From an optimization exercise on the open Yosys and OpenROAD flow, aimed at small area, a short achievable clock period and few clock cycles per item; shortcuts taken in it are not production practice. Only simulation tests tie the RTL to the original design; equivalence was not proved. No activity file was given, so power comes from the tool's default toggle rates.

## netblk_rx
module netblk_rx (
    input  wire        clk,
    input  wire        rst,
    input  wire        in_valid,
    output wire        in_ready,
    input  wire [31:0] in_data,
    input  wire [2:0]  in_nbytes,    
    input  wire        in_last,
    output wire        res_valid,
    input  wire        res_ready,
    output reg  [2:0]  res_kind,
    output reg  [31:0] res_src,
    output reg  [7:0]  res_type,
    output reg  [15:0] res_id,
    output reg  [15:0] res_seq,
    output reg  [10:0] res_dlen,
    output reg  [1:0]  res_rstat,
    output reg  [15:0] res_ip_csum,
    output reg  [15:0] res_icmp_csum
);
For scale: ~710 cells after synthesis, about 160 flip-flops, roughly 160 I/O pins, about 8100 µm² of cells after synthesis.
==> flow/config.mk <==
export PLATFORM = sky130hd
export DESIGN_NAME = netblk_rx
export DESIGN_NICKNAME = netblk_rx
export VERILOG_FILES = /design/flow/design.v
export SDC_FILE = /design/flow/constraint.sdc
export NUM_CORES = 4
export LEC_CHECK = 0
export CAP_MARGIN = 20
export CORE_MARGIN = 2
export CORE_UTILIZATION = 70
export SLEW_MARGIN = 20
==> flow/constraint.sdc <==
create_clock -name core_clock -period 12.0 [get_ports {clk}]
set_input_delay 2.4000 -clock core_clock [delete_from_list [all_inputs] [get_ports {clk}]]
set_output_delay 2.4000 -clock core_clock [all_outputs]
set_load 0.01 [all_outputs]
standard.sh (not shown) runs the stock make flow with config.mk's settings and CLKGATE_MAP_FILE= SYNTH_SCRIPT=/design/flow/synth_recipe.tcl, a recipe that flattens the netlist after the stock synthesis.
==> flow/flow/run.sh <==
#!/bin/bash
# Standard synthesis, then the standard layout with: plain buf_1 port
# buffers instead of the delay buffers buffer_ports picks by default; a
# clock tree of clkbuf_8 leaves under a clkbuf_16 root; and timing repair
# aiming at a setup slack of 8.45 ns.
set -euo pipefail
bash standard.sh synth > synth.log 2>&1
bash standard.sh \
  BUFFER_PORTS_ARGS="-buffer_cell sky130_fd_sc_hd__buf_1" \
  CTS_ARGS="-sink_clustering_enable -repair_clock_nets -buf_list sky130_fd_sc_hd__clkbuf_8 -root_buf sky130_fd_sc_hd__clkbuf_16" \
  SETUP_SLACK_MARGIN=8.45 \
  finish > layout.log 2>&1
The starting point produced a clean layout.
Testbench counts at the start, summed over its fixed seeds: cycles 117,999, packets 3,200.
==> next run, changes <==
==> flow/flow/run.sh (replaced) <==
#!/bin/bash
# Standard synthesis, then the standard layout with plain buf_1 port buffers
# instead of the delay buffers buffer_ports picks by default, and timing
# repair aiming at a setup slack of 8.45 ns.
set -euo pipefail
bash standard.sh synth > synth.log 2>&1
bash standard.sh BUFFER_PORTS_ARGS="-buffer_cell sky130_fd_sc_hd__buf_1" SETUP_SLACK_MARGIN=8.45 finish > layout.log 2>&1
--- a/flow/config.mk
+++ b/flow/config.mk
@@ -10 +10,2 @@
-export CORE_UTILIZATION = 70
+export CORE_UTILIZATION = 55
+export CTS_BUF_LIST = sky130_fd_sc_hd__clkbuf_8
What happened: Via count drops by about 7%. Count of clock-buffer cells in the layout falls by 1. Worst setup slack gets worse by 0.072 ns. Global-route usage drops by 8.1 points. Sequential share of layout area decreases by 0.94 points. Combinational power increases by about 3%. First-iteration DRC count went down by about 30%. Clock power shrinks by about 4%. Cell area rises by 2.0%. Cell count increases by about 5%.
==> next run, changes <==
==> flow/flow/run.sh (replaced) <==
#!/bin/bash
# Standard synthesis, then the standard layout with: plain buf_1 port
# buffers instead of the delay buffers buffer_ports picks by default; a
# clock tree of clkbuf_8 leaves under a clkbuf_16 root; and timing repair
# aiming at a setup slack of 8.6 ns.
set -euo pipefail
bash standard.sh synth > synth.log 2>&1
bash standard.sh \
  BUFFER_PORTS_ARGS="-buffer_cell sky130_fd_sc_hd__buf_1" \
  CTS_ARGS="-sink_clustering_enable -repair_clock_nets -buf_list sky130_fd_sc_hd__clkbuf_8 -root_buf sky130_fd_sc_hd__clkbuf_16" \
  SETUP_SLACK_MARGIN=8.6 \
  finish > layout.log 2>&1
--- a/flow/config.mk
+++ b/flow/config.mk
@@ -10,2 +10 @@
-export CORE_UTILIZATION = 55
-export CTS_BUF_LIST = sky130_fd_sc_hd__clkbuf_8
+export CORE_UTILIZATION = 70
The changed run produced a clean layout.
Synthesized area is unchanged.
Power is higher by 6.2%.
Flip-flop and latch count is unchanged.
Wire length is higher by 10%.
Register-to-register slack hardly moves.
Global-route usage is higher by 9.1 points.
Combinational power is higher by 17%.
Sequential share of layout area is lower by 1.2 points.
Die area is lower by 21%.

* * *

== build 47 ==
The RTL this note starts from:
==> flow/design.v <==
module netblk_rx (
    input  wire        clk,
    input  wire        rst,
    input  wire        in_valid,
    output wire        in_ready,
    input  wire [31:0] in_data,
    input  wire [2:0]  in_nbytes,    
    input  wire        in_last,
    output wire        res_valid,
    input  wire        res_ready,
    output reg  [2:0]  res_kind,
    output reg  [31:0] res_src,
    output reg  [7:0]  res_type,
    output reg  [15:0] res_id,
    output reg  [15:0] res_seq,
    output reg  [10:0] res_dlen,
    output reg  [1:0]  res_rstat,
    output reg  [15:0] res_ip_csum,
    output reg  [15:0] res_icmp_csum
);
    localparam [10:0] CNT0 = 11'd2020;    
    function [15:0] oc_add;
        input [15:0] a;
        input [15:0] b;
        reg   [15:0] g, p, g1, p1, g2, p2, g3, p3, g4;
        integer i;
        begin
            g = a & b;
            p = a ^ b;
            for (i = 0; i < 16; i = i + 1) begin
                g1[i] = g[i]  | (p[i]  & g[(i + 15) % 16]);
                p1[i] = p[i]  & p[(i + 15) % 16];
            end
            for (i = 0; i < 16; i = i + 1) begin
                g2[i] = g1[i] | (p1[i] & g1[(i + 14) % 16]);
                p2[i] = p1[i] & p1[(i + 14) % 16];
            end
            for (i = 0; i < 16; i = i + 1) begin
                g3[i] = g2[i] | (p2[i] & g2[(i + 12) % 16]);
                p3[i] = p2[i] & p2[(i + 12) % 16];
            end
            for (i = 0; i < 16; i = i + 1)
                g4[i] = g3[i] | (p3[i] & g3[(i + 8) % 16]);
            for (i = 0; i < 16; i = i + 1)
                oc_add[i] = p[i] ^ g4[(i + 15) % 16];
        end
    endfunction
    function [15:0] oc_add3;
        input [15:0] a;
        input [15:0] b;
        input [15:0] c;
        reg   [15:0] s, y;
        begin
            s = a ^ b ^ c;
            y = (a & b) | (a & c) | (b & c);
            oc_add3 = oc_add(s, {y[14:0], y[15]});
        end
    endfunction
    reg        rdy;        
    reg        v1;
    reg [31:0] d1;
    reg [2:0]  nb1;
    reg        l1;
    reg        done;       
    reg        qv;         
    reg        icmp;       
    reg [2:0]  k2;         
    assign in_ready  = rdy;
    assign res_valid = done;
    wire accept = in_valid && rdy;
    wire c2     = v1 && !done;                
    wire take   = done && res_ready;
    wire absorb = v1 && done && !l1 && !qv;
    wire v1_next   = (v1 && !c2 && !absorb) || accept;
    wire l1_next   = accept ? in_last : l1;
    wire qv_next   = absorb || (qv && !c2);
    wire done_next = (c2 && l1) || (done && !res_ready);
    always @(posedge clk) begin
        if (rst) begin
            rdy  <= 1'b1;
            v1   <= 1'b0;
            done <= 1'b0;
            qv   <= 1'b0;
            k2   <= 3'd0;
        end else begin
            rdy  <= !(done_next && v1_next && (l1_next || qv_next));
            v1   <= v1_next;
            done <= done_next;
            qv   <= qv_next;
            if ((c2 && l1))
                k2 <= 3'd0;
            else if ((c2 || absorb) && k2 != 3'd7)
                k2 <= k2 + 3'd1;
        end
    end
    wire [2:0] k2p1 = (k2 == 3'd7) ? 3'd7 : k2 + 3'd1;
    wire       in_lt6 = v1 ? (l1 || k2 < 3'd5)     : (k2 < 3'd6);
    wire       in_at6 = v1 ? (!l1 && k2p1 == 3'd6) : (k2 == 3'd6);
    wire       in_zero = !rdy ||
                         (in_last && (in_lt6 || (in_at6 && !in_nbytes[2]) || !icmp));
    reg [31:0] in_masked;
    always @(*) begin
        if (in_zero)
            in_masked = 32'h0000_0000;
        else
            case (in_nbytes)
                3'd0:    in_masked = 32'h0000_0000;
                3'd1:    in_masked = in_data & 32'hFF00_0000;
                3'd2:    in_masked = in_data & 32'hFFFF_0000;
                3'd3:    in_masked = in_data & 32'hFFFF_FF00;
                default: in_masked = in_data;
            endcase
    end
    always @(posedge clk) begin
        d1 <= in_masked;
        if (accept) begin
            nb1 <= in_nbytes;
            l1  <= in_last;
        end
    end
    wire [31:0] w = d1;
    wire [10:0] kb    = res_dlen;
    wire [8:0]  kk    = kb[10:2];                   
    wire        at2   = (k2 == 3'd2);
    wire        at3   = (k2 == 3'd3);
    wire        at4   = (k2 == 3'd4);
    wire        at5   = (k2 == 3'd5);
    wire        at6   = (k2 == 3'd6);
    wire        data  = (k2 == 3'd7);
    wire        full  = nb1[2];                     
    wire        lt20  = !k2[2] || (at4 && !full);
    wire        neg   = !data && !(at6 && full);    
    wire        big   = data && (kk > 9'd368 || (kk == 9'd368 && nb1 != 3'd0));
    wire [3:0]  clo   = {1'b0, kb[2:0]} + {1'b0, nb1};
    reg  [7:0]  chi;
    integer j;
    always @(*) begin
        for (j = 0; j < 8; j = j + 1)
            chi[j] = kb[3 + j] ^ (clo[3] & (&(kb[3 +: 8] | (8'hFF << j))));
    end
    wire [10:0] cnt_n = {chi, clo[2:0]};
    wire        ge3     = icmp && !neg;
    wire        is_req  = ge3 && (res_type == 8'd8);
    wire        src_lb  = (res_src[31:24] == 8'd127);
    wire        send_ok = is_req && !big && src_lb;
    wire        last    = l1;
    wire [15:0] af    = oc_add3(res_icmp_csum, w[31:16], w[15:0]);
    wire [15:0] ibase = res_ip_csum;
    wire [3:0]  ilo   = {1'b0, ibase[2:0]} + {1'b0, nb1};
    reg  [12:0] ihi;
    integer m;
    always @(*) begin
        for (m = 0; m < 13; m = m + 1)
            ihi[m] = ibase[3 + m] ^ (ilo[3] & (&(ibase[3 +: 13] | (13'h1FFF << m))));
    end
    wire        icy   = ilo[3] & (&ibase[15:3]);
    wire [15:0] if1   = icy ? {13'd0, ilo[2:0] + 3'd1} : {ihi, ilo[2:0]};
    always @(posedge clk) begin
        if (c2) begin
            if (at2) icmp <= (d1[23:16] == 8'd1);
            if (at3 || (last && lt20))     res_src  <= d1;
            if (at5 || (last && !ge3))     res_type <= d1[31:24];
            if (at6 || (last && !ge3)) begin
                res_id  <= d1[31:16];
                res_seq <= d1[15:0];
            end
            res_dlen <= (last && !ge3) ? 11'd0 : cnt_n;
        end
        if (rst || take)
            res_dlen <= (qv_next && !rst) ? CNT0 + 11'd4 : CNT0;
        if (c2) begin
            if (last)              res_icmp_csum <= send_ok ? ~af : 16'd0;
            else if (at2)          res_icmp_csum <= 16'h0413;
            else if (at5)          res_icmp_csum <= 16'd0;
            else                   res_icmp_csum <= af;
            if (last)              res_ip_csum <= send_ok ? ~if1 : 16'd0;
            else if (at3)          res_ip_csum <= af;
            else                   res_ip_csum <= if1;
            if (last) begin
                res_kind  <= lt20                   ? 3'd0 :
                             !icmp                  ? 3'd1 :
                             neg                    ? 3'd2 :
                             (res_type == 8'd8)     ? 3'd3 :
                             (res_type == 8'd0)     ? 3'd4 : 3'd5;
                res_rstat <= !is_req ? 2'd0 :
                             big     ? 2'd2 :
                             !src_lb ? 2'd1 : 2'd0;
            end
        end
    end
endmodule
export LEC_CHECK = 0
export CAP_MARGIN = 20
export CORE_MARGIN = 2
export CORE_UTILIZATION = 70
export SLEW_MARGIN = 20
create_clock -name core_clock -period 12.0 [get_ports {clk}]
==> flow/flow/run.sh <==
#!/bin/bash
# Standard synthesis, then the standard layout with: plain buf_1 port
# buffers instead of the delay buffers buffer_ports picks by default; a
# clock tree of clkbuf_8 leaves under a clkbuf_16 root; and timing repair
# aiming at a setup slack of 8.5 ns.
set -euo pipefail
bash standard.sh synth > synth.log 2>&1
bash standard.sh \
  BUFFER_PORTS_ARGS="-buffer_cell sky130_fd_sc_hd__buf_1" \
  CTS_ARGS="-sink_clustering_enable -repair_clock_nets -buf_list sky130_fd_sc_hd__clkbuf_8 -root_buf sky130_fd_sc_hd__clkbuf_16" \
  SETUP_SLACK_MARGIN=8.5 \
  finish > layout.log 2>&1
The final layout from build 47, which completed every stage, passed the timing, design-rule and antenna checks at the end of the flow.
Testbench counts of build 47, summed over its fixed seeds: cycles 117,999, packets 3,200.
Changes in build 87 relative to build 47:
-- flow/flow/run.sh --
<<< build 47, line 5
# aiming at a setup slack of 8.5 ns.
>>> build 87, line 5
# aiming at a setup slack of 8.55 ns.
<<< build 47, line 11
  SETUP_SLACK_MARGIN=8.5 \
>>> build 87, line 11
  SETUP_SLACK_MARGIN=8.55 \
-- flow/config.mk --
<<< build 47, line 10
export CORE_UTILIZATION = 70
>>> build 87, line 10
export CORE_UTILIZATION = 55
Results
- Build 87 gives less reported net switching power than build 47 did.
- Diff build 47 and build 87: fraction of layout cells with a size suffix above 1 lower in build 47
- On met2 wire length: between build 47 and build 87, it ends up lower for build 87.
- Between build 47 and build 87, number of buffers inserted to repair setup after CTS is lower for build 47, build 87 comes in above that.
- Higher met2 track demand over resource among build 47 and build 87: build 47
- Compared with build 47, placement density in the core of build 87 is lower.
- Multi-input logic portion of the cell area ended up 0.72 points lower on build 87 than on build 47.
- Having completed the whole flow, build 87 delivered a layout that passed the timing, design-rule and antenna checks.
- Looking at build 47 and build 87, the area taken by multi-input logic gates is a wash.
## Diff of input files: build 4 against build 87
-- flow/config.mk --
<<< build 87, line 10
export CORE_UTILIZATION = 55
>>> build 4, line 10
export CORE_UTILIZATION = 70
Compare build 4 and build 87 | slack of the worst reg-to-reg path lower: build 4
As far as worst-skew pair later-pin latency is concerned, build 4 and build 87 perform about the same.
Compared to build 87, build 4 was floorplanned on a smaller die.
Build 4 against build 87: worst hold slack grew by 0.019 ns; minimum period implied by the final worst setup slack saw an increase.
Compared with build 87, post-route cell area in build 4 decreased slightly.
Diff build 4..build 87 | mux share of post-synthesis cell area | negligible
Delta (build 4 minus build 87): transition time at the pin with the least slew margin climbed 0.078 ns, number of cells in the design after placement dropped about 4.4%.
The following lists how build 53 was set up differently from build 4:
-- flow/config.mk --
<<< build 4, line 10
export CORE_UTILIZATION = 70
>>> build 53, line 10
export CORE_UTILIZATION = 62
Build 53 completed end to end with timing, DRC and antenna clean. Build 4 and build 53 ended up with roughly the same final area. Build 4 leaves less setup margin than build 53. Delta (build 53 minus build 4): global-route wire length before repair down about 9%, worst-case register-to-register setup slack shows an increase of 0.10 ns, final net count stayed essentially flat, placed wire-length estimate fell 900 um. Summary: with build 4 as the reference, routed wire length in build 53 moved down by a little under 10%. On build 53: count of inserted tapcells is 29 higher than what build 4 gave.

static timing again, ports no longer ideal:
The results above use ideal ports. As a check the final layouts listed here were re-extracted and re-timed, cells and wires unchanged. Step 1, drivers: a clkbuf_16 drives clk and a buf_2 each remaining input, both assumed. Step 2 also shifts input and output timing later by t, the mid clock arrival at the registers, as if the neighbouring blocks saw the same clock. Three values: no drivers, after step 1, after step 2; two values: the first two.
run | shift t [ns] | setup slack, ns | clock arrival spread, ns | worst data-port slew with drivers (ns)
the first run of note 1 | 0.432 | 8.467 / 8.424 / 8.161 | 0.012 / 0.011 | 0.06
the second run of note 1 | 0.495 | 8.395 / 8.356 / 8.260 | 0.012 / 0.012 | 0.06
the third run of note 1 | 0.434 | 8.480 / 8.435 / 8.199 | 0.017 / 0.016 | 0.06
build 47 | 0.422 | 8.503 / 8.495 / 8.097 | 0.019 / 0.018 | 0.04
build 87 | 0.426 | 8.576 / 8.533 / 8.259 | 0.015 / 0.015 | 0.04
build 4 | 0.427 | 8.571 / 8.531 / 8.167 | 0.016 / 0.017 | 0.04
build 53 | 0.427 | 8.582 / 8.541 / 8.203 | 0.017 / 0.017 | 0.04
After both steps setup and hold are still met in every run listed. The setup slack of build 47, which loses most, moves by -0.008 ns with the drivers and by -0.406 ns with both steps.
